What follows belongs to an exercise in optimizing a design on an open flow for small area, a short achievable clock period and few clock cycles; a production flow would make more cautious choices. Function was checked by simulation only, so behaviour that the tests miss may differ from the original.

==> flow/design.v, too long to show whole: its modules and the start of the top module <==
// module fp64_add: 188 lines
// module fp64_mul: 125 lines
// module fp64_booth: 17 lines
// module fp64_mul_tree: 4210 lines
// module fp64_fa: 3 lines
// module fft_tw_rom: 203 lines
// module fft_r2c: 266 lines
module fft_r2c (
    input  wire        clk,
    input  wire        rst,
    input  wire        start,
    input  wire [2:0]  lg,
    input  wire [9:0]  x_base,
    input  wire [9:0]  y_base,
    output reg         done,
    output reg         mem_req,
    output reg         mem_we,
    output reg  [9:0]  mem_addr,
    output reg  [63:0] mem_wdata,
    input  wire        mem_gnt,
    input  wire [63:0] mem_rdata
);
  // ...
==> flow/flow/run.sh <==
#!/bin/bash
set -euo pipefail
export SETUP_SLACK_MARGIN=23
bash standard.sh finish > flow_make.log 2>&1
==> flow/standard.sh <==
#!/bin/bash
# synth_recipe.tcl (not shown) runs the flow's synth.tcl, then flattens the netlist and writes it again
# the make line also repeats each setting of config.mk as NAME=value (left out here)
make -C /OpenROAD-flow-scripts/flow DESIGN_CONFIG=/design/flow/config.mk WORK_HOME=/design/flow/orfs CLKGATE_MAP_FILE= SYNTH_SCRIPT=/design/flow/synth_recipe.tcl "${@:-finish}"
==> flow/config.mk <==
export PLATFORM = sky130hd
export DESIGN_NAME = fft_r2c
export DESIGN_NICKNAME = fft_r2c
export VERILOG_FILES = /design/flow/design.v
export SDC_FILE = /design/flow/constraint.sdc
export NUM_CORES = 8
export LEC_CHECK = 0
export CAP_MARGIN = 20
export CORE_MARGIN = 2
export CORE_UTILIZATION = 25
export PLACE_DENSITY = 0.4
export SLEW_MARGIN = 20
export SYNTH_MEMORY_MAX_BITS = 32768
==> flow/constraint.sdc <==
create_clock -name core_clock -period 30.0 [get_ports {clk}]
set_input_delay 6.0000 -clock core_clock [delete_from_list [all_inputs] [get_ports {clk}]]
set_output_delay 6.0000 -clock core_clock [all_outputs]
set_load 0.01 [all_outputs]
==> metrics.log, run 1 <==
[metrics] result of the run: finished clean
[metrics] root buf cell: sky130_fd_sc_hd__clkbuf_16
[metrics] clock tree from TritonCTS: built
[metrics] post-layout minimum cycle time: 7.754 ns
[metrics] unrepaired setup endpoints after global routing: yes
[metrics] fraction of the mapped netlist area in adder cells: 0.1778
[metrics] Layout Area Growth over Synthesis: 15.73%
[metrics] Inverters excl. clock: 578
[metrics] hold wc startpoint: c_aw$_DFF_P_
[metrics] register share of the cell area: 0.2521
[metrics] area share of and/or/nand/nor cells after synthesis: 0.1157
[metrics] standard-cell row count: 247
[metrics] post-synthesis instance total: 11,580
[metrics] Crit Reg-Reg Endpoint: u_mul.r_m[49]$_DFFE_PP_
[metrics] cell type group with the largest total delay on the critical path: adder cells
[metrics] transition at the pin with the smallest max-transition slack: 1.293 ns
[metrics] WL per Instance: 33.44 µm
[metrics] critical path type: register to register
[metrics] initial drt markers: 12,020
[metrics] post-route setup slack: 22.25 ns
[metrics] net count after synthesis: 12,820
[metrics] final wirelength: 587,600 µm
[metrics] multi-input logic portion of the cell area: 0.5842
[metrics] synth cell count leaders: sky130_fd_sc_hd__edfxtp_1 (1,055), sky130_fd_sc_hd__nand2_1 (913), sky130_fd_sc_hd__nor2_1 (836)
[metrics] CTS Buf Count: 146
[metrics] gr usage total: 0.2455
[metrics] number of inserted diodes: 27
[metrics] fraction of final layout cells sized beyond drive strength 1: 0.1568
[metrics] dominant class by area: multi-input gates
[metrics] boundary pin count: 168
[metrics] horizontal extent of the die: 677.7 µm
[metrics] level count of the clock H-tree: 4
[metrics] pin count of the biggest net entering global routing: 122
[metrics] GRT Max-Usage Layer: met2
[metrics] number of clock-tree buffers in the layout: 175
Testbench counts, summed over its fixed seeds: cycles 288,816.
==> module fp64_mul, before the edit <==
module fp64_mul (
    input  wire        clk,
    input  wire        en,
    input  wire        p2,
    input  wire [63:0] a,
    input  wire [13:0] one,
    input  wire [13:0] two,
    input  wire [13:0] neg,
    input  wire [10:0] eb,
    input  wire        sb,
    input  wire        bz,
    output reg  [63:0] y,
    output wire [63:0] yr
);
    localparam [63:0] QNAN = 64'h7FF8_0000_0000_0000;
    function [95:0] pfx;
        input [95:0] a;
        input [95:0] b;
        input        cin;
        reg   [95:0] p0, g, p;
        integer      l, i;
        begin
            p0   = a ^ b;
            g    = a & b;
            g[0] = g[0] | (p0[0] & cin);
            p    = p0;
            for (l = 0; l < 7; l = l + 1)
                for (i = 0; i < 96; i = i + 1)
                    if ((i >> l) & 1) begin
                        g[i] = g[i] | (p[i] & g[((i >> l) << l) - 1]);
                        p[i] = p[i] & p[((i >> l) << l) - 1];
                    end
            pfx = p0 ^ {g[94:0], cin};
        end
    endfunction
    wire [10:0] ea = a[62:52];
    wire [52:0] ma = {ea != 0, a[51:0]};
    reg  [54:0] acc_s, acc_c;
    reg         c28, st28;
    wire [82:0] vs, vc;
    fp64_mul_tree u_tree (
        .a(ma), .one(one), .two(two), .neg(neg), .p2(p2),
        .acc_s_g(acc_s & {55{p2}}), .acc_c_g(acc_c & {55{p2}}),
        .vs(vs), .vc(vc)
    );
    wire [95:0] ql   = pfx({68'd0, vs[27:0]}, {68'd0, vc[27:0]}, 1'b0);
    wire [27:0] lo   = ql[27:0];
    wire        lo_c = ql[28];
    always @(posedge clk)
        if (en) begin
            acc_s <= vs[82:28];
            acc_c <= vc[82:28];
            c28   <= lo_c;
            st28  <= lo != 0;
        end
    wire [95:0] qh  = pfx({18'd0, vs[77:0]}, {18'd0, vc[77:0]}, c28);
    wire [77:0] hi  = qh[77:0];
    wire a_max  = &ea;
    wire a_fz   = a[51:0] == 0;
    wire a_nan  = a_max & ~a_fz;
    wire a_inf  = a_max & a_fz;
    wire a_zero = (ea == 0) & a_fz;
    wire [10:0] xa = {ea[10:1], ea[0] | (ea == 0)};
    wire signed [12:0] e1 = $signed({2'b00, xa}) + $signed({2'b00, eb}) - 13'sd1022;
    wire [12:0] rs13 = 13'd1 - e1;
    reg  [56:0] r_m;       
    reg         r_st;      
    reg  [10:0] r_e;       
    reg         r_ge2, r_le0;
    reg  [5:0]  r_rsh;     
    reg         r_s, r_nan, r_inf, r_zero, r_v;
    always @(posedge clk)
        if (en) begin
            r_m    <= hi[77:21];
            r_st   <= st28 | (hi[20:0] != 0);
            r_e    <= e1[10:0];
            r_ge2  <= !e1[12] && (e1 >= 13'sd2);
            r_le0  <= e1[12] || (e1 == 13'sd0);
            r_rsh  <= (rs13[12:6] != 0) ? 6'd63 : rs13[5:0];
            r_s    <= a[63] ^ sb;
            r_nan  <= a_nan | (a_inf & bz);
            r_inf  <= a_inf;
            r_zero <= a_zero | bz;
            r_v    <= p2;
        end
    wire        left = !r_m[56] && r_ge2;
    reg  [56:0] vr;
    reg         str;
    integer     k;
    always @(*) begin
        vr  = r_m;
        str = 1'b0;
        for (k = 0; k < 6; k = k + 1)
            if (r_rsh[k]) begin
                str = str | ((vr & ~({57{1'b1}} << (1 << k))) != 0);
                vr  = vr >> (1 << k);
            end
    end
    wire [52:0] mt  = r_le0 ? vr[56:4]  : (left ? r_m[55:3] : r_m[56:4]);
    wire        g   = r_le0 ? vr[3]     : (left ? r_m[2]    : r_m[3]);
    wire        st  = r_st | (r_le0 ? (str | (vr[2:0] != 0)) : (left ? (r_m[1:0] != 0) : (r_m[2:0] != 0)));
    wire [10:0] ex  = r_le0 ? 11'd1 : (left ? r_e - 11'd1 : r_e);
    wire        rnd_up = g & (st | mt[0]);
    wire [95:0] qi    = pfx({43'd0, mt}, 96'd0, 1'b1);
    wire [52:0] inc   = qi[52:0];
    wire        inc_c = qi[53];
    wire        cy = rnd_up & inc_c;
    wire [52:0] mr = rnd_up ? inc : mt;
    reg  [63:0] y2;
    always @(*) begin
        if (r_nan)
            y2 = QNAN;
        else if (r_inf)
            y2 = {r_s, 11'h7FF, 52'd0};
        else if (r_zero)
            y2 = {r_s, 63'd0};
        else if (cy)
            y2 = {r_s, ex + 11'd1, 52'd0};
        else
            y2 = {r_s, mr[52] ? ex : 11'd0, mr[51:0]};
    end
    assign yr = y2;
    always @(posedge clk)
        if (en && r_v) y <= y2;
endmodule
==> run 2: changes to the inputs <==
--- a/flow/design.v
+++ b/flow/design.v
@@ -241,8 +241,7 @@
             c28   <= lo_c;
             st28  <= lo != 0;
         end
-    wire [95:0] qh  = pfx({18'd0, vs[77:0]}, {18'd0, vc[77:0]}, c28);
-    wire [77:0] hi  = qh[77:0];
+    wire [95:0] qh  = pfx({75'd0, vs[20:0]}, {75'd0, vc[20:0]}, c28);
     wire a_max  = &ea;
     wire a_fz   = a[51:0] == 0;
     wire a_nan  = a_max & ~a_fz;
@@ -251,7 +250,8 @@
     wire [10:0] xa = {ea[10:1], ea[0] | (ea == 0)};
     wire signed [12:0] e1 = $signed({2'b00, xa}) + $signed({2'b00, eb}) - 13'sd1022;
     wire [12:0] rs13 = 13'd1 - e1;
-    reg  [56:0] r_m;       
+    reg  [56:0] r_ms, r_mc;  
+    reg         r_c49;     
     reg         r_st;      
     reg  [10:0] r_e;       
     reg         r_ge2, r_le0;
@@ -259,8 +259,10 @@
     reg         r_s, r_nan, r_inf, r_zero, r_v;
     always @(posedge clk)
         if (en) begin
-            r_m    <= hi[77:21];
-            r_st   <= st28 | (hi[20:0] != 0);
+            r_ms   <= vs[77:21];
+            r_mc   <= vc[77:21];
+            r_c49  <= qh[21];
+            r_st   <= st28 | (qh[20:0] != 0);
             r_e    <= e1[10:0];
             r_ge2  <= !e1[12] && (e1 >= 13'sd2);
             r_le0  <= e1[12] || (e1 == 13'sd0);
@@ -271,6 +273,8 @@
             r_zero <= a_zero | bz;
             r_v    <= p2;
         end
+    wire [95:0] qm  = pfx({39'd0, r_ms}, {39'd0, r_mc}, r_c49);
+    wire [56:0] r_m = qm[56:0];            
     wire        left = !r_m[56] && r_ge2;
     reg  [56:0] vr;
     reg         str;
==> run 2 against run 1 <==
Net effect:
- synthesized cell count rose by 7.3%
- first-iteration DRC count rose by 6.7%
- worst setup slack improved by 0.13 ns
- die area rose by 1.9%
- global-route usage rose by 1.5 points
- critical path type is now register to primary output
- still clean
- flip-flop and latch count fell by 42
- area after synthesis rose by 1.9%
- core utilization fell by 0.34 points
- critical path depth fell by 24
==> metrics.log, run 2 <==
[metrics] result of the run: finished clean (unchanged)
[metrics] final number of max-transition violations: 0 (unchanged)
[metrics] Worst Setup End Kind: primary output (was register)
[metrics] Tcrit/Tclk final: 0.2541 (was 0.2585)
[metrics] CP max stage cell: sky130_fd_sc_hd__edfxtp_1 (was sky130_fd_sc_hd__fa_1)
[metrics] FF-to-FF path depth: 20 (was 25)
[metrics] filler cell count: 48,650 (was 47,350)
[metrics] Crit path required time: 24.00 ns (was 30.57 ns)
[metrics] CTS Buf Count: 148 (was 146)
[metrics] post-route met1 wirelength: 264,000 µm (was 247,300 µm)
[metrics] CP peak stage delay: 0.57 ns (was 0.60 ns)
[metrics] gr usage total: 0.2605 (was 0.2455)
[metrics] Layout Area Growth over Synthesis: 14.20% (was 15.73%)
[metrics] number of unique standard cell types used by synthesis: 109 (was 116)
[metrics] most common library cell in the layout ignoring fill and taps: sky130_fd_sc_hd__edfxtp_1 (unchanged)
[metrics] # setup viols final: 0 (unchanged)
[metrics] transition at the pin with the smallest max-transition slack: 1.196 ns (was 1.293 ns)
[metrics] setup TNS: 0 ns (unchanged)
[metrics] net count after synthesis: 13,670 (was 12,820)
[metrics] warnings from Yosys: 5 (unchanged)
[metrics] cell type group with the largest total delay on the critical path: flip-flops (was adder cells)
[metrics] top_reg_cell synth: sky130_fd_sc_hd__edfxtp_1 (unchanged)
[metrics] MaxCap Viol Count: 0 (unchanged)
[metrics] arrival time at the worst endpoint: 1.62 ns (was 8.32 ns)
[metrics] number of enable flip-flop cells after synthesis: 1,013 (was 1,055)
[metrics] Placed Cells: 18,060 (was 17,070)
[metrics] buffer and inverter count on the worst path: 1 (was 3)
[metrics] synthesized area per cell: 9.309 µm² (was 9.797 µm²)
[metrics] Floorplan Core Area: 460,200 µm² (was 452,100 µm²)
[metrics] RePlAce Congestion: 1.024 (was 0.9818)
[metrics] Hold Path Cell Cnt: 0 (unchanged)
[metrics] post-synth top area share: 0.2630 (was 0.2792)
[metrics] NumNets Final: 13,450 (was 12,690)
[metrics] later-pin clock latency in the skew report: 0.95 ns (was 0.88 ns)
[metrics] reg-to-reg setup timing slack: 23.16 ns (was 22.25 ns)
[metrics] critical path type: register to primary output (was register to register)
[metrics] sum of overflow across all layers after global routing: 0 (unchanged)
[metrics] pin count of the biggest net entering global routing: 117 (was 122)
[metrics] area of all placed cells without fillers: 132,100 µm² (was 131,300 µm²)
[metrics] placed wire-length estimate after detailed placement: 457,200 µm (was 417,000 µm)
[metrics] chip height: 684.2 µm (was 677.7 µm)
[metrics] post-synthesis instance total: 12,420 (was 11,580)
[metrics] cell-by-cell listing of the critical path: buf_2
[metrics] number of routed nets with antenna violations: 0 (unchanged)
[metrics] standard-cell row count: 249 (was 247)
[metrics] leading cell types in the layout, fill and taps excluded: sky130_fd_sc_hd__edfxtp_1 (1,013), sky130_fd_sc_hd__nand2_1 (959), sky130_fd_sc_hd__nor2_1 (886), sky130_fd_sc_hd__a22oi_1 (777), sky130_fd_sc_hd__fa_1 (775) (was sky130_fd_sc_hd__edfxtp_1 (1,055), sky130_fd_sc_hd__nand2_1 (901), sky130_fd_sc_hd__nor2_1 (793), sky130_fd_sc_hd__fa_1 (738), sky130_fd_sc_hd__a22oi_1 (731))
[metrics] count of buffers from port buffering: 167 (unchanged)
[metrics] worst-case clock buffer depth: 4 (unchanged)
[metrics] Met3 Routed Length: 52,140 µm (was 46,550 µm)
[metrics] starting density of the core: 0.2513 (was 0.2510)
[metrics] post-synthesis instance area: 115,700 µm² (was 113,500 µm²)
[metrics] top layer reached by signal wires: met5 (unchanged)
[metrics] leading cell type by number of instances after synthesis: sky130_fd_sc_hd__edfxtp_1 (unchanged)
[metrics] post-DR vias/cell: 5.755 (was 5.660)
[metrics] wire length on met2: 280,400 µm (was 260,400 µm)
[metrics] CP max FO: 1 (was 13)
[metrics] number of global-route vias before repair: 104,200 (was 97,100)
[metrics] share of flip-flops with an asynchronous set or reset after synthesis: 0 (unchanged)
[metrics] DIE AREA: 468,100 µm² (was 459,300 µm²)
[metrics] wire length of the first global-routing pass: 873,900 µm (was 806,600 µm)
[metrics] level count of the clock H-tree: 4 (unchanged)
[metrics] antenna violations before repair: 39 (was 43)
[metrics] sequential element share of the synthesized area: 0.2743 (was 0.2907)
[metrics] Layout Utilization: 0.2870 (was 0.2905)
[metrics] WL per Instance: 34.25 µm (was 33.44 µm)
[metrics] startpoint kind of the worst setup timing path: register (unchanged)
[metrics] Worst slew margin: 0.1979 (was 0.1349)
[metrics] unrepaired setup endpoints after global routing: yes (unchanged)
[metrics] post-layout minimum cycle time: 7.622 ns (was 7.754 ns)
[metrics] Final Skew: 0.1253 ns (was 0.07899 ns)
[metrics] biggest area contributors in the synthesized netlist: sky130_fd_sc_hd__edfxtp_1 (26%), sky130_fd_sc_hd__fa_1 (14%), sky130_fd_sc_hd__xor2_1 (5.4%) (was sky130_fd_sc_hd__edfxtp_1 (28%), sky130_fd_sc_hd__fa_1 (14%), sky130_fd_sc_hd__xor2_1 (5.6%))
[metrics] boundary pin count: 168 (unchanged)
[metrics] placed cell area: 124,100 µm² (was 121,500 µm²)
[metrics] class of the most critical hold timing path: register to register (unchanged)
[metrics] clock-pin slew of the registers on the worst-case setup and hold paths: 0.06 ns (about the same)
[metrics] achievable clock frequency: 0.1312 GHz (was 0.1290 GHz)
[metrics] number of vias after detailed routing: 106,400 (was 99,450)
[metrics] initial drt markers: 12,810 (was 12,020)
[metrics] root buf cell: sky130_fd_sc_hd__clkbuf_16 (unchanged)
[metrics] residual DRC count: 0 (unchanged)
[metrics] clock tree from TritonCTS: built (unchanged)
[metrics] post-route non-filler standard cell count: 18,490 (was 17,570)
[metrics] CP Depth: 1 (was 25)
[metrics] flip-flop and latch count after synthesis: 1,078 (was 1,120)
[metrics] horizontal extent of the die: 684.2 µm (was 677.7 µm)
[metrics] fraction of final layout cells sized beyond drive strength 1: 0.1331 (was 0.1568)
[metrics] number of detailed-routing iterations run before antenna repair: 9 (was 6)
[metrics] cell accounting for the most synthesized area: sky130_fd_sc_hd__edfxtp_1 (unchanged)
[metrics] final hold viol count: 0 (unchanged)
[metrics] synth cell count leaders: sky130_fd_sc_hd__edfxtp_1 (1,013), sky130_fd_sc_hd__nand2_1 (970), sky130_fd_sc_hd__nor2_1 (907) (was sky130_fd_sc_hd__edfxtp_1 (1,055), sky130_fd_sc_hd__nand2_1 (913), sky130_fd_sc_hd__nor2_1 (836))
[metrics] final wirelength: 633,200 µm (was 587,600 µm)
[metrics] clock sink count: 1,078 (was 1,120)
[run 2: routing by layer]
metal  up-vias  GRT usage
li1      44950          -
met1     54370     0.3464
met2      5719     0.4060
met3      1313    0.04937
met4        26     0.1253
met5         -          0
[run 2: cell families after synthesis]
| logic type | synth area share |
|---|---|
| adders and majority gates | 0.1760 |
| buffers and inverters | 0.05807 |
| muxes | 0.07529 |
| and+or+nand+nor | 0.1313 |
| AOI/OAI and AO/OA | 0.1986 |
| xor gates and xnor gates | 0.08648 |
| DFF | 0.2743 |
[run 2: final cells by class]
cell class                      count  area (µm²)  share of cell area
Sequential cell                  1078       31840              0.2411
Antenna cell                       20       50.05           0.0003789
Clock inverter                     95       997.2            0.007550
Inverter                          717        2705             0.02048
Clock buffer                      168        3842             0.02909
Tap cell                         6149        7694             0.05825
Multi-Input combinational cell   9600       79190              0.5996
Timing Repair Buffer              659        5761             0.04361
[run 2: per-stage QoR]
step	hold slack, ns	setup WS (ns)
floorplan	0.3855	22.86
global placement	0.3911	20.79
detailed placement	0.3963	20.69
CTS	0.4111	22.19
global route	0.4187	22.29
finish	0.4127	22.38
[run 2: repair_timing]
item                                    4_1_cts  5_1_grt
cloned                                       17        0
setup buffers                                75       50
resized for setup                           565      210
hold endpoints to repair                      0        0
pin swaps                                    46       70
endpoints found under the setup margin      448      262
hold buffers                                  0        0
[run 2: path summary, 6_finish.rpt]
path | startpoint | end
max reg2reg | u_mul.r_mc[20]$_DFFE_PP_ | u_mul.y[53]$_SDFFCE_PP1P_
max | mem_wdata[39]$_DFFE_PN_ | mem_wdata[39]
min reg2reg | c_aw$_DFF_P_ | u_add.r1_v$_DFFE_PP_
min | c_aw$_DFF_P_ | u_add.r1_v$_DFFE_PP_
Testbench counts of run 2, summed over its fixed seeds: cycles 288,816.
==> module fft_r2c, before the edit <==
module fft_r2c (
    input  wire        clk,
    input  wire        rst,
    input  wire        start,
    input  wire [2:0]  lg,
    input  wire [9:0]  x_base,
    input  wire [9:0]  y_base,
    output reg         done,
    output reg         mem_req,
    output reg         mem_we,
    output reg  [9:0]  mem_addr,
    output reg  [63:0] mem_wdata,
    input  wire        mem_gnt,
    input  wire [63:0] mem_rdata
);
    localparam [1:0] K_BF = 2'd0,    
                     K_L2 = 2'd1,    
                     K_BR = 2'd2;    
    reg  [2:0]  lgr;
    reg  [9:0]  xb, yb;
    reg         run;
    reg         seq_end;
    reg         in_br;
    reg  [2:0]  lm;           
    reg  [6:0]  cnt;          
    reg  [7:0]  bi;           
    reg         cv;           
    reg  [1:0]  ck;
    reg  [7:0]  cp, cq;
    reg  [6:0]  ct;           
    wire [7:0]  low   = (8'd1 << lm) - 8'd1;
    wire [7:0]  cnt8  = {1'b0, cnt};
    wire [7:0]  bf_p  = (cnt8 & low) | ((cnt8 & ~low) << 1);
    wire [7:0]  bf_q  = bf_p | (8'd1 << lm);
    wire [6:0]  bf_t  = (cnt & low[6:0]) << (3'd7 - lm);
    wire [6:0]  nh1   = (7'd1 << lgr) - 7'd1;
    wire [7:0]  nmax  = (8'd2 << lgr) - 8'd1;
    reg  [7:0]  rev8;
    integer     k;
    always @(*)
        for (k = 0; k < 8; k = k + 1)
            rev8[k] = bi[7 - k];
    wire [7:0]  br    = rev8 >> (3'd7 - lgr);
    reg  [2:0]  r;            
    reg         d0v, d1v, d2v;
    reg  [1:0]  d0k, d1k, d2k;
    reg  [7:0]  d0p, d0q, d1p, d1q, d2q;
    reg  [6:0]  d0t, d1t;
    wire d0b = d0v && (d0k != K_BR);
    wire d1b = d1v && (d1k != K_BR);
    wire d2b = d2v && (d2k != K_BR);
    wire d0r = d0v && (d0k == K_BR);
    wire d1r = d1v && (d1k == K_BR);
    wire hz0  = d0b && (cp == d0p || cp == d0q || cq == d0p || cq == d0q);
    wire hz1  = d1b && (cp == d1p || cp == d1q || cq == d1p || cq == d1q);
    wire take = cv && ((ck == K_BR) ? !(d0b || d1b) : !(hz0 || hz1));
    wire       bnd = (r == 3'd7);
    wire [2:0] r_n = r + 3'd1;
    wire       n0v = bnd ? take : d0v;
    wire [1:0] n0k = bnd ? ck   : d0k;
    wire [7:0] n0p = bnd ? cp   : d0p;
    wire [7:0] n0q = bnd ? cq   : d0q;
    wire [6:0] n0t = bnd ? ct   : d0t;
    wire       n1v = bnd ? d0v  : d1v;
    wire [1:0] n1k = bnd ? d0k  : d1k;
    wire [7:0] n1p = bnd ? d0p  : d1p;
    wire [7:0] n1q = bnd ? d0q  : d1q;
    wire [6:0] n1t = bnd ? d0t  : d1t;
    wire       n2v = bnd ? d1v  : d2v;
    wire [1:0] n2k = bnd ? d1k  : d2k;
    wire [7:0] n2q = bnd ? d1q  : d2q;
    wire n1b = n1v && (n1k != K_BR);
    wire n2b = n2v && (n2k != K_BR);
    wire n0r = n0v && (n0k == K_BR);
    wire n1r = n1v && (n1k == K_BR);
    reg        a_req, a_we, a_y, a_p;
    reg  [7:0] a_el;
    always @(*) begin
        a_req = 1'b0; a_we = r_n[0]; a_y = 1'b0; a_p = 1'b0; a_el = n0p;
        case (r_n)
            3'd0: begin a_req = n0v; a_el = n0p; end
            3'd1: if (n1b)      begin a_req = 1'b1; a_el = n1p; end
                  else if (n1r) begin a_req = 1'b1; a_el = n1p; a_y = 1'b1; a_p = 1'b1; end
            3'd2: begin a_req = n0v; a_el = n0q; end
            3'd3: if (n2b)      begin a_req = 1'b1; a_el = n2q; end
                  else if (n0r) begin a_req = 1'b1; a_el = n0q; a_p = 1'b1; end
            3'd4: begin a_req = n0v; a_el = n0p; a_y = 1'b1; end
            3'd5: if (n1b)      begin a_req = 1'b1; a_el = n1p; a_y = 1'b1; end
                  else if (n0r) begin a_req = 1'b1; a_el = n0p; a_p = 1'b1; end
            3'd6: begin a_req = n0v; a_el = n0q; a_y = 1'b1; end
            3'd7: if (n2b)      begin a_req = 1'b1; a_el = n2q; a_y = 1'b1; end
                  else if (n0r) begin a_req = 1'b1; a_el = n0q; a_y = 1'b1; a_p = 1'b1; end
        endcase
    end
    wire [9:0] a_addr = (a_y ? yb : xb) + {2'b00, a_el};
    wire rem = cv || !seq_end || d0v || d1b || (d1r && r == 3'd0) || (d2b && r != 3'd7);
    reg        k_p, k_t1, k_ma, k_mas;
    reg        k_ao, k_aom, k_bo, k_bom, k_fz, k_fzs;
    reg        k_aw, k_sub, k_p2;
    always @(*) begin
        k_p = 0; k_t1 = 0; k_ma = 0; k_mas = 0;
        k_ao = 0; k_aom = 0; k_bo = 0; k_bom = 0; k_fz = 0; k_fzs = 0;
        k_aw = 0; k_sub = 0; k_p2 = r[0];
        case (r)
            3'd0: begin
                k_p = d0v;
                if (d1b) k_aw = 1;                                    
                if (d2b) begin k_ao = 1; k_aom = 1; end               
            end
            3'd1: begin
                if (d1b) begin k_ma = 1; k_mas = 1; end               
                if (d2b) begin                                        
                    k_bo = 1; k_bom = 1; k_fz = d2k == K_L2; k_fzs = 0;    
                end
            end
            3'd2: begin
                k_p = d0r;
                if (d0b) begin k_ao = 1; k_bo = 1; end                
                if (d2b) begin k_aw = 1; k_sub = 1; end               
            end
            3'd3: begin
                k_sub = 1;                                            
            end
            3'd4: begin
                k_p = d0v;
                if (d0b) k_aw = 1;                                    
                if (d1b) begin k_ao = 1; k_aom = 1; end               
            end
            3'd5: begin
                if (d0b) k_t1 = 1;                                    
                if (d1b) begin                                        
                    k_bo = 1; k_bom = 1; k_fz = d1k == K_L2; k_fzs = 1;    
                    k_ma = 1;
                end
            end
            3'd6: begin
                k_p = d0r;
                if (d0b) begin k_ao = 1; k_bo = 1; end                
                if (d1b) k_aw = 1;                                    
            end
            3'd7: begin
                k_sub = 1;                                            
                if (d0b) k_ma = 1;                                    
            end
        endcase
    end
    wire [7:0] k_tw = r[1] ? {1'b0, d1t} : {1'b0, d1t} + 8'd64;
    reg        c_v, c_p, c_t1, c_ma, c_mas;
    reg        c_ao, c_aom, c_bo, c_bom, c_fz, c_fzs;
    reg        c_aw, c_sub, c_p2;
    reg  [63:0] P, T1, MA, AOP, BOP;
    wire [63:0] add_y, add_r, mul_y;
    wire [63:0] rom_val;
    wire [13:0] bo_one, bo_two, bo_neg;
    reg  [13:0] b_one, b_two, b_neg;
    reg  [10:0] b_e;
    reg         b_s, b_z;
    fft_tw_rom u_rom (.idx(k_tw), .val(rom_val));
    fp64_booth u_booth (.b(rom_val), .p2(k_p2), .one(bo_one), .two(bo_two), .neg(bo_neg));
    always @(posedge clk) begin
        b_one <= bo_one;
        b_two <= bo_two;
        b_neg <= bo_neg;
        b_e   <= rom_val[62:52];
        b_s   <= rom_val[63];
        b_z   <= rom_val[62:0] == 63'd0;
    end
    wire step = c_v;
    fp64_add u_add (.clk(clk), .en(step), .v(c_aw), .a(AOP), .b(BOP), .sub(c_sub), .y(add_y), .yr(add_r));
    fp64_mul u_mul (.clk(clk), .en(step), .p2(c_p2), .a(MA), .one(b_one), .two(b_two), .neg(b_neg),
                    .eb(b_e), .sb(b_s), .bz(b_z), .y(mul_y), .yr());
    always @(posedge clk)
        if (step) begin
            if (c_p)  P   <= mem_rdata;
            if (c_t1) T1  <= add_r;
            if (c_ma) MA  <= c_mas ? add_r : T1;
            if (c_ao) AOP <= c_aom ? mul_y : P;
            if (c_bo) BOP <= c_fz ? {c_fzs, 63'd0} : c_bom ? mul_y : mem_rdata;
        end
    wire adv = !mem_req || mem_gnt;
    always @(posedge clk)
        if (!mem_we)
            mem_wdata <= a_p ? P : add_y;
    always @(posedge clk) begin
        c_p <= k_p; c_t1 <= k_t1; c_ma <= k_ma; c_mas <= k_mas;
        c_ao <= k_ao; c_aom <= k_aom; c_bo <= k_bo; c_bom <= k_bom; c_fz <= k_fz; c_fzs <= k_fzs;
        c_aw <= k_aw; c_sub <= k_sub; c_p2 <= k_p2;
        if (rst) begin
            run     <= 1'b0;
            done    <= 1'b0;
            mem_req <= 1'b0;
            c_v     <= 1'b0;
        end else begin
            done <= 1'b0;
            c_v  <= run && adv;
            if (!run) begin
                mem_req <= 1'b0;
                if (start) begin
                    lgr     <= lg;
                    xb      <= x_base;
                    yb      <= y_base;
                    run     <= 1'b1;
                    r       <= 3'd7;
                    d0v     <= 1'b0;
                    d1v     <= 1'b0;
                    d2v     <= 1'b0;
                    cv      <= 1'b1;
                    ck      <= (lg == 3'd0) ? K_L2 : K_BF;
                    cp      <= 8'd0;
                    cq      <= 8'd1 << lg;
                    ct      <= 7'd0;
                    lm      <= lg;
                    cnt     <= 7'd1;
                    in_br   <= 1'b0;
                    bi      <= 8'd1;
                    seq_end <= (lg == 3'd0);
                end
            end else begin
                if (adv) begin
                    if (!rem) begin
                        run     <= 1'b0;
                        done    <= 1'b1;
                        mem_req <= 1'b0;
                    end else begin
                        r   <= r_n;
                        d0v <= n0v; d0k <= n0k; d0p <= n0p; d0q <= n0q; d0t <= n0t;
                        d1v <= n1v; d1k <= n1k; d1p <= n1p; d1q <= n1q; d1t <= n1t;
                        d2v <= n2v; d2k <= n2k; d2q <= n2q;
                        mem_req   <= a_req;
                        mem_we    <= a_we;
                        mem_addr  <= a_addr;
                    end
                end
                if (adv && bnd && take) begin
                    cv <= 1'b0;
                end else if (!cv && !seq_end) begin
                    if (!in_br) begin
                        cv <= 1'b1;
                        ck <= (lm == 3'd0) ? K_L2 : K_BF;
                        cp <= bf_p;
                        cq <= bf_q;
                        ct <= bf_t;
                        if (cnt == nh1) begin
                            cnt <= 7'd0;
                            if (lm == 3'd0) begin
                                in_br   <= 1'b1;
                                seq_end <= (lgr == 3'd0);
                            end else
                                lm <= lm - 3'd1;
                        end else
                            cnt <= cnt + 7'd1;
                    end else begin
                        if (bi < br) begin
                            cv <= 1'b1;
                            ck <= K_BR;
                            cp <= bi;
                            cq <= br;
                        end
                        if (bi == nmax) seq_end <= 1'b1;
                        bi <= bi + 8'd1;
                    end
                end
            end
        end
    end
endmodule
==> run 3: changes to the inputs <==
--- a/flow/design.v
+++ b/flow/design.v
@@ -4765,18 +4765,24 @@
 );
     localparam [1:0] K_BF = 2'd0,    
                      K_L2 = 2'd1,    
-                     K_BR = 2'd2;    
+                     K_LB = 2'd2;    
+    localparam [1:0] R_N  = 2'd0,    
+                     R_A  = 2'd1,
+                     R_C  = 2'd2,
+                     R_D  = 2'd3;
     reg  [2:0]  lgr;
     reg  [9:0]  xb, yb;
     reg         run;
     reg         seq_end;
-    reg         in_br;
+    reg         in_lb;        
+    reg         lb2;          
     reg  [2:0]  lm;           
     reg  [6:0]  cnt;          
-    reg  [7:0]  bi;           
+    reg  [5:0]  lk;           
+    reg  [1:0]  lsub;         
     reg         cv;           
-    reg  [1:0]  ck;
-    reg  [7:0]  cp, cq;
+    reg  [1:0]  ck, crl;
+    reg  [7:0]  cp, cq, cs;
     reg  [6:0]  ct;           
     wire [7:0]  low   = (8'd1 << lm) - 8'd1;
     wire [7:0]  cnt8  = {1'b0, cnt};
@@ -4784,77 +4790,117 @@
     wire [7:0]  bf_q  = bf_p | (8'd1 << lm);
     wire [6:0]  bf_t  = (cnt & low[6:0]) << (3'd7 - lm);
     wire [6:0]  nh1   = (7'd1 << lgr) - 7'd1;
-    wire [7:0]  nmax  = (8'd2 << lgr) - 8'd1;
-    reg  [7:0]  rev8;
-    integer     k;
-    always @(*)
-        for (k = 0; k < 8; k = k + 1)
-            rev8[k] = bi[7 - k];
-    wire [7:0]  br    = rev8 >> (3'd7 - lgr);
+    wire [7:0]  half  = 8'd1 << lgr;               
+    wire [6:0]  q4    = half[7:1];                 
+    function [7:0] revn;
+        input [7:0] v;
+        input [2:0] l;
+        reg   [7:0] r8;
+        integer     i;
+        begin
+            for (i = 0; i < 8; i = i + 1)
+                r8[i] = v[7 - i];
+            revn = r8 >> (3'd7 - l);
+        end
+    endfunction
+    wire [7:0]  k2    = {1'b0, lk, 1'b0};                  
+    wire [7:0]  rk    = revn(k2, lgr);                     
+    wire [5:0]  kp    = rk[6:1];                           
+    reg  [6:0]  lb_b;
+    reg  [1:0]  lb_r;
+    always @(*) begin
+        lb_b = {1'b0, lk}; lb_r = R_A;
+        if (!lb2)
+            case (lsub)
+                2'd0: begin lb_b = {1'b0, lk};      lb_r = R_A; end
+                2'd1: begin lb_b = {1'b0, kp};      lb_r = R_N; end
+                2'd2: begin lb_b = {1'b0, lk} + q4; lb_r = R_C; end
+                2'd3: begin lb_b = {1'b0, kp} + q4; lb_r = R_D; end
+            endcase
+        else begin
+            lb_b = lsub[0] ? {1'b0, lk} + q4 : {1'b0, lk};
+            lb_r = R_N;
+        end
+    end
+    wire [7:0]  lb_p  = {lb_b, 1'b0};
+    wire [7:0]  lb_s  = revn(lb_p, lgr);
+    wire        lk_last = ({1'b0, lk} == q4 - 7'd1);
     reg  [2:0]  r;            
     reg         d0v, d1v, d2v;
-    reg  [1:0]  d0k, d1k, d2k;
-    reg  [7:0]  d0p, d0q, d1p, d1q, d2q;
+    reg  [1:0]  d0k, d1k, d2k, d0l, d1l;
+    reg  [7:0]  d0p, d0q, d1p, d1q, d2q, d0s, d1s;
     reg  [6:0]  d0t, d1t;
-    wire d0b = d0v && (d0k != K_BR);
-    wire d1b = d1v && (d1k != K_BR);
-    wire d2b = d2v && (d2k != K_BR);
-    wire d0r = d0v && (d0k == K_BR);
-    wire d1r = d1v && (d1k == K_BR);
+    reg         hcv;          
+    reg  [7:0]  hct;          
+    wire d0b = d0v && (d0k != K_LB);                   
+    wire d1b = d1v && (d1k != K_LB);
+    wire d2b = d2v && (d2k != K_LB);
+    wire d0l2 = d0v && (d0k == K_LB);
+    wire d1l2 = d1v && (d1k == K_LB);
     wire hz0  = d0b && (cp == d0p || cp == d0q || cq == d0p || cq == d0q);
     wire hz1  = d1b && (cp == d1p || cp == d1q || cq == d1p || cq == d1q);
-    wire take = cv && ((ck == K_BR) ? !(d0b || d1b) : !(hz0 || hz1));
+    wire take = cv && ((ck == K_LB) ? !(d0b || d1b || (lb2 && d0l2 && d0l == R_D && crl == R_N))
+                                    : !(hz0 || hz1));
     wire       bnd = (r == 3'd7);
     wire [2:0] r_n = r + 3'd1;
     wire       n0v = bnd ? take : d0v;
     wire [1:0] n0k = bnd ? ck   : d0k;
+    wire [1:0] n0l = bnd ? crl  : d0l;
     wire [7:0] n0p = bnd ? cp   : d0p;
     wire [7:0] n0q = bnd ? cq   : d0q;
+    wire [7:0] n0s = bnd ? cs   : d0s;
     wire [6:0] n0t = bnd ? ct   : d0t;
     wire       n1v = bnd ? d0v  : d1v;
     wire [1:0] n1k = bnd ? d0k  : d1k;
+    wire [1:0] n1l = bnd ? d0l  : d1l;
     wire [7:0] n1p = bnd ? d0p  : d1p;
     wire [7:0] n1q = bnd ? d0q  : d1q;
+    wire [7:0] n1s = bnd ? d0s  : d1s;
     wire [6:0] n1t = bnd ? d0t  : d1t;
     wire       n2v = bnd ? d1v  : d2v;
     wire [1:0] n2k = bnd ? d1k  : d2k;
     wire [7:0] n2q = bnd ? d1q  : d2q;
-    wire n1b = n1v && (n1k != K_BR);
-    wire n2b = n2v && (n2k != K_BR);
-    wire n0r = n0v && (n0k == K_BR);
-    wire n1r = n1v && (n1k == K_BR);
-    reg        a_req, a_we, a_y, a_p;
+    wire n1b  = n1v && (n1k != K_LB);
+    wire n2b  = n2v && (n2k != K_LB);
+    wire n1lb = n1v && (n1k == K_LB);
+    wire fl   = hcv && (!n1v || (n1lb && n1l == R_A));
+    reg        a_req, a_we, a_y;
+    reg  [1:0] a_src;
     reg  [7:0] a_el;
     always @(*) begin
-        a_req = 1'b0; a_we = r_n[0]; a_y = 1'b0; a_p = 1'b0; a_el = n0p;
-        case (r_n)
-            3'd0: begin a_req = n0v; a_el = n0p; end
-            3'd1: if (n1b)      begin a_req = 1'b1; a_el = n1p; end
-                  else if (n1r) begin a_req = 1'b1; a_el = n1p; a_y = 1'b1; a_p = 1'b1; end
-            3'd2: begin a_req = n0v; a_el = n0q; end
-            3'd3: if (n2b)      begin a_req = 1'b1; a_el = n2q; end
-                  else if (n0r) begin a_req = 1'b1; a_el = n0q; a_p = 1'b1; end
-            3'd4: begin a_req = n0v; a_el = n0p; a_y = 1'b1; end
-            3'd5: if (n1b)      begin a_req = 1'b1; a_el = n1p; a_y = 1'b1; end
-                  else if (n0r) begin a_req = 1'b1; a_el = n0p; a_p = 1'b1; end
-            3'd6: begin a_req = n0v; a_el = n0q; a_y = 1'b1; end
-            3'd7: if (n2b)      begin a_req = 1'b1; a_el = n2q; a_y = 1'b1; end
-                  else if (n0r) begin a_req = 1'b1; a_el = n0q; a_y = 1'b1; a_p = 1'b1; end
+        a_req = 1'b0; a_we = r_n[0]; a_y = r_n[2]; a_src = 2'd0; a_el = n0p;
+        case (r_n[1:0])
+            2'd0: begin a_req = n0v; a_el = n0p; end                   
+            2'd2: begin a_req = n0v; a_el = n0q; end                   
+            2'd1:                                                      
+                if (n1b)       begin a_req = 1'b1; a_el = n1p; end
+                else if (n1lb) begin
+                    a_req = 1'b1;
+                    if (n1l == R_C) begin a_el = {n1s[7:1], 1'b0} | half; a_src = r_n[2] ? 2'd2 : 2'd1; end
+                    else a_el = n1s;
+                end
+            2'd3:                                                      
+                if (n2b)       begin a_req = 1'b1; a_el = n2q; end
+                else if (n1lb && n1l != R_A) begin a_req = 1'b1; a_el = n1s | half; end
+                else if (fl)   begin a_req = 1'b1; a_el = hct; a_src = r_n[2] ? 2'd2 : 2'd1; end
         endcase
     end
     wire [9:0] a_addr = (a_y ? yb : xb) + {2'b00, a_el};
-    wire rem = cv || !seq_end || d0v || d1b || (d1r && r == 3'd0) || (d2b && r != 3'd7);
-    reg        k_p, k_t1, k_ma, k_mas;
+    wire rem = cv || !seq_end || d0v || d1b || (d1l2 && (r != 3'd7 || d1l == R_C)) ||
+               (d2b && r != 3'd7) || hcv;
+    reg        k_p, k_t1, k_t1y, k_ma, k_mas, k_may;
     reg        k_ao, k_aom, k_bo, k_bom, k_fz, k_fzs;
     reg        k_aw, k_sub, k_p2;
     always @(*) begin
-        k_p = 0; k_t1 = 0; k_ma = 0; k_mas = 0;
+        k_p = 0; k_t1 = 0; k_t1y = 0; k_ma = 0; k_mas = 0; k_may = 0;
         k_ao = 0; k_aom = 0; k_bo = 0; k_bom = 0; k_fz = 0; k_fzs = 0;
         k_aw = 0; k_sub = 0; k_p2 = r[0];
         case (r)
             3'd0: begin
                 k_p = d0v;
                 if (d1b) k_aw = 1;                                    
+                if (d1l2) k_aw = 1;                                   
+                if (d1l2 && d1l == R_C) begin k_t1 = 1; k_t1y = 1; end     
                 if (d2b) begin k_ao = 1; k_aom = 1; end               
             end
             3'd1: begin
@@ -4864,9 +4910,10 @@
                 end
             end
             3'd2: begin
-                k_p = d0r;
-                if (d0b) begin k_ao = 1; k_bo = 1; end                
+                if (d0v) begin k_ao = 1; k_bo = 1; end                
                 if (d2b) begin k_aw = 1; k_sub = 1; end               
+                if (d1l2) begin k_aw = 1; k_sub = 1; end              
+                if (d1l2 && d1l == R_A) begin k_t1 = 1; k_t1y = 1; end     
             end
             3'd3: begin
                 k_sub = 1;                                            
@@ -4874,7 +4921,9 @@
             3'd4: begin
                 k_p = d0v;
                 if (d0b) k_aw = 1;                                    
+                if (d0l2) k_aw = 1;                                   
                 if (d1b) begin k_ao = 1; k_aom = 1; end               
+                if (d1l2 && d1l == R_C) begin k_ma = 1; k_may = 1; end     
             end
             3'd5: begin
                 if (d0b) k_t1 = 1;                                    
@@ -4884,9 +4933,10 @@
                 end
             end
             3'd6: begin
-                k_p = d0r;
-                if (d0b) begin k_ao = 1; k_bo = 1; end                
+                if (d0v) begin k_ao = 1; k_bo = 1; end                
                 if (d1b) k_aw = 1;                                    
+                if (d0l2) begin k_aw = 1; k_sub = 1; end              
+                if (d1l2 && d1l == R_A) begin k_ma = 1; k_may = 1; end     
             end
             3'd7: begin
                 k_sub = 1;                                            
@@ -4895,7 +4945,7 @@
         endcase
     end
     wire [7:0] k_tw = r[1] ? {1'b0, d1t} : {1'b0, d1t} + 8'd64;
-    reg        c_v, c_p, c_t1, c_ma, c_mas;
+    reg        c_v, c_p, c_t1, c_t1y, c_ma, c_mas, c_may;
     reg        c_ao, c_aom, c_bo, c_bom, c_fz, c_fzs;
     reg        c_aw, c_sub, c_p2;
     reg  [63:0] P, T1, MA, AOP, BOP;
@@ -4922,17 +4972,17 @@
     always @(posedge clk)
         if (step) begin
             if (c_p)  P   <= mem_rdata;
-            if (c_t1) T1  <= add_r;
-            if (c_ma) MA  <= c_mas ? add_r : T1;
+            if (c_t1) T1  <= c_t1y ? add_y : add_r;
+            if (c_ma) MA  <= c_may ? add_y : c_mas ? add_r : T1;
             if (c_ao) AOP <= c_aom ? mul_y : P;
             if (c_bo) BOP <= c_fz ? {c_fzs, 63'd0} : c_bom ? mul_y : mem_rdata;
         end
     wire adv = !mem_req || mem_gnt;
     always @(posedge clk)
         if (!mem_we)
-            mem_wdata <= a_p ? P : add_y;
+            mem_wdata <= (a_src == 2'd1) ? T1 : (a_src == 2'd2) ? MA : add_y;
     always @(posedge clk) begin
-        c_p <= k_p; c_t1 <= k_t1; c_ma <= k_ma; c_mas <= k_mas;
+        c_p <= k_p; c_t1 <= k_t1; c_t1y <= k_t1y; c_ma <= k_ma; c_mas <= k_mas; c_may <= k_may;
         c_ao <= k_ao; c_aom <= k_aom; c_bo <= k_bo; c_bom <= k_bom; c_fz <= k_fz; c_fzs <= k_fzs;
         c_aw <= k_aw; c_sub <= k_sub; c_p2 <= k_p2;
         if (rst) begin
@@ -4954,15 +5004,19 @@
                     d0v     <= 1'b0;
                     d1v     <= 1'b0;
                     d2v     <= 1'b0;
+                    hcv     <= 1'b0;
                     cv      <= 1'b1;
                     ck      <= (lg == 3'd0) ? K_L2 : K_BF;
+                    crl     <= R_N;
                     cp      <= 8'd0;
                     cq      <= 8'd1 << lg;
                     ct      <= 7'd0;
                     lm      <= lg;
                     cnt     <= 7'd1;
-                    in_br   <= 1'b0;
-                    bi      <= 8'd1;
+                    in_lb   <= 1'b0;
+                    lb2     <= 1'b0;
+                    lk      <= 6'd0;
+                    lsub    <= 2'd0;
                     seq_end <= (lg == 3'd0);
                 end
             end else begin
@@ -4973,9 +5027,16 @@
                         mem_req <= 1'b0;
                     end else begin
                         r   <= r_n;
-                        d0v <= n0v; d0k <= n0k; d0p <= n0p; d0q <= n0q; d0t <= n0t;
-                        d1v <= n1v; d1k <= n1k; d1p <= n1p; d1q <= n1q; d1t <= n1t;
+                        d0v <= n0v; d0k <= n0k; d0l <= n0l; d0p <= n0p; d0q <= n0q; d0s <= n0s; d0t <= n0t;
+                        d1v <= n1v; d1k <= n1k; d1l <= n1l; d1p <= n1p; d1q <= n1q; d1s <= n1s; d1t <= n1t;
                         d2v <= n2v; d2k <= n2k; d2q <= n2q;
+                        if (bnd) begin
+                            if (d1l2 && d1l == R_C) begin
+                                hcv <= 1'b1;
+                                hct <= d1s;
+                            end else if (!d1v || (d1l2 && d1l == R_A))
+                                hcv <= 1'b0;                  
+                        end
                         mem_req   <= a_req;
                         mem_we    <= a_we;
                         mem_addr  <= a_addr;
@@ -4984,30 +5045,48 @@
                 if (adv && bnd && take) begin
                     cv <= 1'b0;
                 end else if (!cv && !seq_end) begin
-                    if (!in_br) begin
-                        cv <= 1'b1;
-                        ck <= (lm == 3'd0) ? K_L2 : K_BF;
-                        cp <= bf_p;
-                        cq <= bf_q;
-                        ct <= bf_t;
+                    if (!in_lb) begin
+                        cv  <= 1'b1;
+                        ck  <= K_BF;
+                        crl <= R_N;
+                        cp  <= bf_p;
+                        cq  <= bf_q;
+                        ct  <= bf_t;
                         if (cnt == nh1) begin
                             cnt <= 7'd0;
-                            if (lm == 3'd0) begin
-                                in_br   <= 1'b1;
-                                seq_end <= (lgr == 3'd0);
-                            end else
+                            if (lm == 3'd1)
+                                in_lb <= 1'b1;
+                            else
                                 lm <= lm - 3'd1;
                         end else
                             cnt <= cnt + 7'd1;
                     end else begin
-                        if (bi < br) begin
-                            cv <= 1'b1;
-                            ck <= K_BR;
-                            cp <= bi;
-                            cq <= br;
+                        if (!lb2 ? ({1'b0, lk} < {1'b0, kp}) : (lk == kp)) begin
+                            cv  <= 1'b1;
+                            ck  <= K_LB;
+                            crl <= lb_r;
+                            cp  <= lb_p;
+                            cq  <= lb_p | 8'd1;
+                            cs  <= lb_s;
+                            ct  <= 7'd0;
+                            if (lsub == (lb2 ? 2'd1 : 2'd3)) begin
+                                lsub <= 2'd0;
+                                lk   <= lk + 6'd1;
+                                if (lk_last) begin
+                                    lk  <= 6'd0;
+                                    lb2 <= 1'b1;
+                                    if (lb2) seq_end <= 1'b1;
+                                end
+                            end else
+                                lsub <= lsub + 2'd1;
+                        end else begin
+                            lk <= lk + 6'd1;
+                            if (lk_last) begin
+                                lk  <= 6'd0;
+                                lb2 <= 1'b1;
+                                if (lb2) seq_end <= 1'b1;
+                            end
                         end
-                        if (bi == nmax) seq_end <= 1'b1;
-                        bi <= bi + 8'd1;
                     end
                 end
             end
==> run 3 against run 2 <==
Net effect:
- clock skew down 0.050 ns
- non-clock buffer count up 57
- cell area up 5.2%
- area after synthesis up 4.8%
- sequential share of layout area down 0.35 points
- global-route usage down 0.81 points
- clock-buffer cell count up 9
- synthesized cell count up 5.5%
==> metrics.log, run 3 <==
[metrics] result of the run: finished clean (unchanged)
[metrics] cell accounting for the most synthesized area: sky130_fd_sc_hd__edfxtp_1 (unchanged)
[metrics] critical path type: register to primary output (unchanged)
[metrics] NumNets Final: 14,150 (was 13,450)
[metrics] post-DR vias/cell: 5.727 (was 5.755)
[metrics] pin count of the biggest net entering global routing: 160 (was 117)
[metrics] cell type group with the largest total delay on the critical path: flip-flops (unchanged)
[metrics] later-pin clock latency in the skew report: 0.91 ns (was 0.95 ns)
[metrics] warnings from Yosys: 5 (unchanged)
[metrics] number of enable flip-flop cells after synthesis: 1,051 (was 1,013)
[metrics] clock-pin slew of the registers on the worst-case setup and hold paths: 0.06 ns (about the same)
[metrics] pre-CTS worst setup slack: 19.94 ns (was 20.69 ns)
[metrics] Worst slew margin: 0.1366 (was 0.1979)
[metrics] CP max FO: 1 (unchanged)
[metrics] share of flip-flops with an asynchronous set or reset after synthesis: 0 (unchanged)
[metrics] # setup viols final: 0 (unchanged)
[metrics] CP Depth: 1 (unchanged)
[metrics] synth cell count leaders: sky130_fd_sc_hd__edfxtp_1 (1,051), sky130_fd_sc_hd__nand2_1 (1,017), sky130_fd_sc_hd__nor2_1 (1,001) (was sky130_fd_sc_hd__edfxtp_1 (1,013), sky130_fd_sc_hd__nand2_1 (970), sky130_fd_sc_hd__nor2_1 (907))
[metrics] sequential element share of the synthesized area: 0.2715 (was 0.2743)
[metrics] class of the most critical hold timing path: register to register (unchanged)
[metrics] root buf cell: sky130_fd_sc_hd__clkbuf_16 (unchanged)
[metrics] post-route setup slack: 22.41 ns (was 22.38 ns)
[metrics] startpoint kind of the worst setup timing path: register (unchanged)
[metrics] CTS Buf Count: 146 (was 148)
[metrics] Worst Setup End Kind: primary output (unchanged)
[metrics] final hold viol count: 0 (unchanged)
[metrics] transition at the pin with the smallest max-transition slack: 1.283 ns (was 1.196 ns)
[metrics] clock tree from TritonCTS: built (unchanged)
[metrics] antenna violations before repair: 47 (was 39)
[metrics] achievable clock frequency: 0.1318 GHz (was 0.1312 GHz)
[metrics] post-synth top area share: 0.2604 (was 0.2630)
[metrics] Tcrit/Tclk final: 0.2529 (was 0.2541)
[metrics] count of buffers from port buffering: 167 (unchanged)
[metrics] worst-case clock buffer depth: 4 (unchanged)
[metrics] MaxCap Viol Count: 0 (unchanged)
[metrics] cell-by-cell listing of the critical path: buf_6 (was buf_2)
[metrics] final wirelength: 643,800 µm (was 633,200 µm)
[metrics] level count of the clock H-tree: 4 (unchanged)
[metrics] synthesized area per cell: 9.248 µm² (was 9.309 µm²)
[metrics] gr usage total: 0.2524 (was 0.2605)
[metrics] FF-to-FF path depth: 30 (was 20)
[metrics] arrival time at the worst endpoint: 1.59 ns (was 1.62 ns)
[metrics] post-synthesis instance total: 13,100 (was 12,420)
[metrics] unrepaired setup endpoints after global routing: yes (unchanged)
[metrics] RePlAce Congestion: 1.016 (was 1.024)
[metrics] CP max stage cell: sky130_fd_sc_hd__edfxtp_1 (unchanged)
[metrics] initial drt markers: 14,040 (was 12,810)
[metrics] DIE AREA: 490,300 µm² (was 468,100 µm²)
[metrics] most common library cell in the layout ignoring fill and taps: sky130_fd_sc_hd__edfxtp_1 (unchanged)
[metrics] Final Skew: 0.07560 ns (was 0.1253 ns)
[metrics] post-route non-filler standard cell count: 19,460 (was 18,490)
[metrics] net count after synthesis: 14,370 (was 13,670)
[metrics] starting density of the core: 0.2512 (was 0.2513)
[metrics] wire length of the first global-routing pass: 891,700 µm (was 873,900 µm)
[metrics] fraction of final layout cells sized beyond drive strength 1: 0.1377 (was 0.1331)
[metrics] Placed Cells: 18,980 (was 18,060)
[metrics] number of global-route vias before repair: 108,200 (was 104,200)
[metrics] number of unique standard cell types used by synthesis: 111 (was 109)
[metrics] post-layout minimum cycle time: 7.587 ns (was 7.622 ns)
[metrics] Hold Buf Count CTS: 0 (unchanged)
[metrics] number of detailed-routing iterations run before antenna repair: 9 (unchanged)
[metrics] filler cell count: 51,220 (was 48,650)
[metrics] clock sink count: 1,118 (was 1,078)
[metrics] final number of max-transition violations: 0 (unchanged)
[metrics] chip height: 700.2 µm (was 684.2 µm)
[metrics] worst hold slack across all endpoints: 0.3691 ns (was 0.4127 ns)
[metrics] CP peak stage delay: 0.53 ns (was 0.57 ns)
[metrics] leading cell type by number of instances after synthesis: sky130_fd_sc_hd__edfxtp_1 (unchanged)
[metrics] standard-cell row count: 255 (was 249)
[metrics] leading cell types in the layout, fill and taps excluded: sky130_fd_sc_hd__edfxtp_1 (1,051), sky130_fd_sc_hd__nand2_1 (996), sky130_fd_sc_hd__nor2_1 (960), sky130_fd_sc_hd__a22oi_1 (788), sky130_fd_sc_hd__fa_1 (775) (was sky130_fd_sc_hd__edfxtp_1 (1,013), sky130_fd_sc_hd__nand2_1 (959), sky130_fd_sc_hd__nor2_1 (886), sky130_fd_sc_hd__a22oi_1 (777), sky130_fd_sc_hd__fa_1 (775))
[metrics] biggest area contributors in the synthesized netlist: sky130_fd_sc_hd__edfxtp_1 (26%), sky130_fd_sc_hd__fa_1 (13%), sky130_fd_sc_hd__xor2_1 (5.0%) (was sky130_fd_sc_hd__edfxtp_1 (26%), sky130_fd_sc_hd__fa_1 (14%), sky130_fd_sc_hd__xor2_1 (5.4%))
[metrics] buffer and inverter count on the worst path: 1 (unchanged)
[metrics] flip-flop and latch count after synthesis: 1,118 (was 1,078)
[metrics] WL per Instance: 33.09 µm (was 34.25 µm)
[metrics] boundary pin count: 168 (unchanged)
[metrics] Hold Path Cell Cnt: 0 (unchanged)
[metrics] Floorplan Core Area: 482,400 µm² (was 460,200 µm²)
[metrics] residual DRC count: 0 (unchanged)
[metrics] post-synthesis instance area: 121,200 µm² (was 115,700 µm²)
[metrics] horizontal extent of the die: 700.2 µm (was 684.2 µm)
[metrics] number of routed nets with antenna violations: 0 (unchanged)
[metrics] Crit path required time: 24.00 ns (about the same)
[metrics] top_reg_cell synth: sky130_fd_sc_hd__edfxtp_1 (unchanged)
[metrics] Layout Area Growth over Synthesis: 14.70% (was 14.20%)
[metrics] number of vias after detailed routing: 111,400 (was 106,400)
[metrics] placed wire-length estimate after detailed placement: 463,900 µm (was 457,200 µm)
[metrics] setup TNS: 0 ns (unchanged)
[metrics] sum of overflow across all layers after global routing: 0 (unchanged)
-- run 3: cell count changes after synthesis, sizes merged, moves of 45 or more --
cell    delta
clkbuf    +65
mux2i    +208
a221o     +61
nor2      +95
xnor2     +45
nor3b     +56
inv       +58
o21ai     -68
a21oi    +174
-- run 3: repair_timing --
| item | 4_1_cts | 5_1_grt |
|---|---|---|
| buffers inserted | 90 | 70 |
| setup endpoints to repair | 448 | 344 |
| pin swaps | 74 | 126 |
| gates resized for setup | 650 | 309 |
| gates cloned | 16 | 13 |
-- run 3: area by class of cell --
class,count,area [µm²],area share
Clock buffer,177,3841,0.02764
Clock inverter,87,937.1,0.006743
Antenna cell,26,65.06,0.0004681
Timing Repair Buffer,716,6528,0.04697
Inverter,775,2934,0.02111
Tap cell,6425,8039,0.05784
Multi-Input combinational cell,10130,83620,0.6017
Sequential cell,1118,33020,0.2376
-- run 3: worst register-to-register path: cells and delay by family, from the launching register on --
kind / cells / cell delay, ns
compound gates: 12 / 2.23
fa+ha+maj: 3 / 1.21
simple gates: 8 / 2.09
buf+inv: 6 / 0.82
flops: 1 / 0.43
xor+xnor: 1 / 0.18
-- run 3: path summary, 6_finish.rpt --
path                                               from                   endpoint  slack, ns
worst max-delay path            mem_wdata[60]$_DFFE_PN_              mem_wdata[60]      22.41
worst min-delay path                    cs[0]$_DFFE_PP_           d0s[0]$_DFFE_PP_       0.37
worst min register to register          cs[0]$_DFFE_PP_           d0s[0]$_DFFE_PP_       0.37
worst max register to register  u_mul.r_ms[0]$_DFFE_PP_  u_mul.y[48]$_SDFFCE_PP0P_      22.86
-- run 3: metrics by stage --
stage                       util  area [µm²]
after global routing      0.2880      138900
after CTS                 0.2834      136700
final                     0.2881      139000
after global placement    0.2692      129900
after detailed placement  0.2692      129900
after floorplan                -      121300
-- run 3: cells by family after synthesis --
kind of cell	count (synthesis)	share of synthesized area
adder cells (fa/ha/maj)	1174	0.1697
buffers and inverters	1868	0.05935
flip-flops	1118	0.2715
AO/OA/AOI/OAI	3524	0.2013
XOR/XNOR	1169	0.08449
multiplexers	840	0.08062
AND/OR/NAND/NOR	3410	0.1331
-- run 3: metal layers --
layer / wire length, µm / track usage / up-vias / part of all wire
met5: 18 / 0 / - / 0.000028
met4: 28880 / 0.09672 / 2 / 0.045
met3: 56500 / 0.04871 / 1094 / 0.088
met2: 278600 / 0.3819 / 5967 / 0.43
met1: 279800 / 0.3539 / 56920 / 0.43
li1: - / - / 47450 / -
Testbench counts of run 3, summed over its fixed seeds: cycles 258,288.

[afterwards: timing with drivers on the ports]
How much do the figures lean on ideal ports? The routed layouts below were timed once more, with nothing changed but the port constraints.
Step 1, drivers: a clkbuf_16 drives clk and a buf_2 each remaining input, both assumed.
Step 2 times the ports against the registers' clock, not the clock port: input delays grow and output delays shrink by t, the midpoint of the rising clock arrivals with the driver on.
Three values: ideal, step 1, step 2; two values: the first two.
| run | t (ns) | setup slack, ns | worst setup path at the end | clock arrival spread, ns |
|---|---|---|---|---|
| run 1 | 0.949 | 22.246 / 22.182 / 22.137 | input to register | 0.081 / 0.082 |
| run 2 | 0.994 | 22.378 / 22.261 / 22.162 | input to register | 0.145 / 0.145 |
| run 3 | 0.992 | 22.413 / 22.295 / 22.077 | input to register | 0.077 / 0.077 |
After both steps setup and hold are still met in every run listed. For run 3, which loses most, drivers alone change the setup slack by -0.118 ns; drivers and shift together by -0.336 ns.
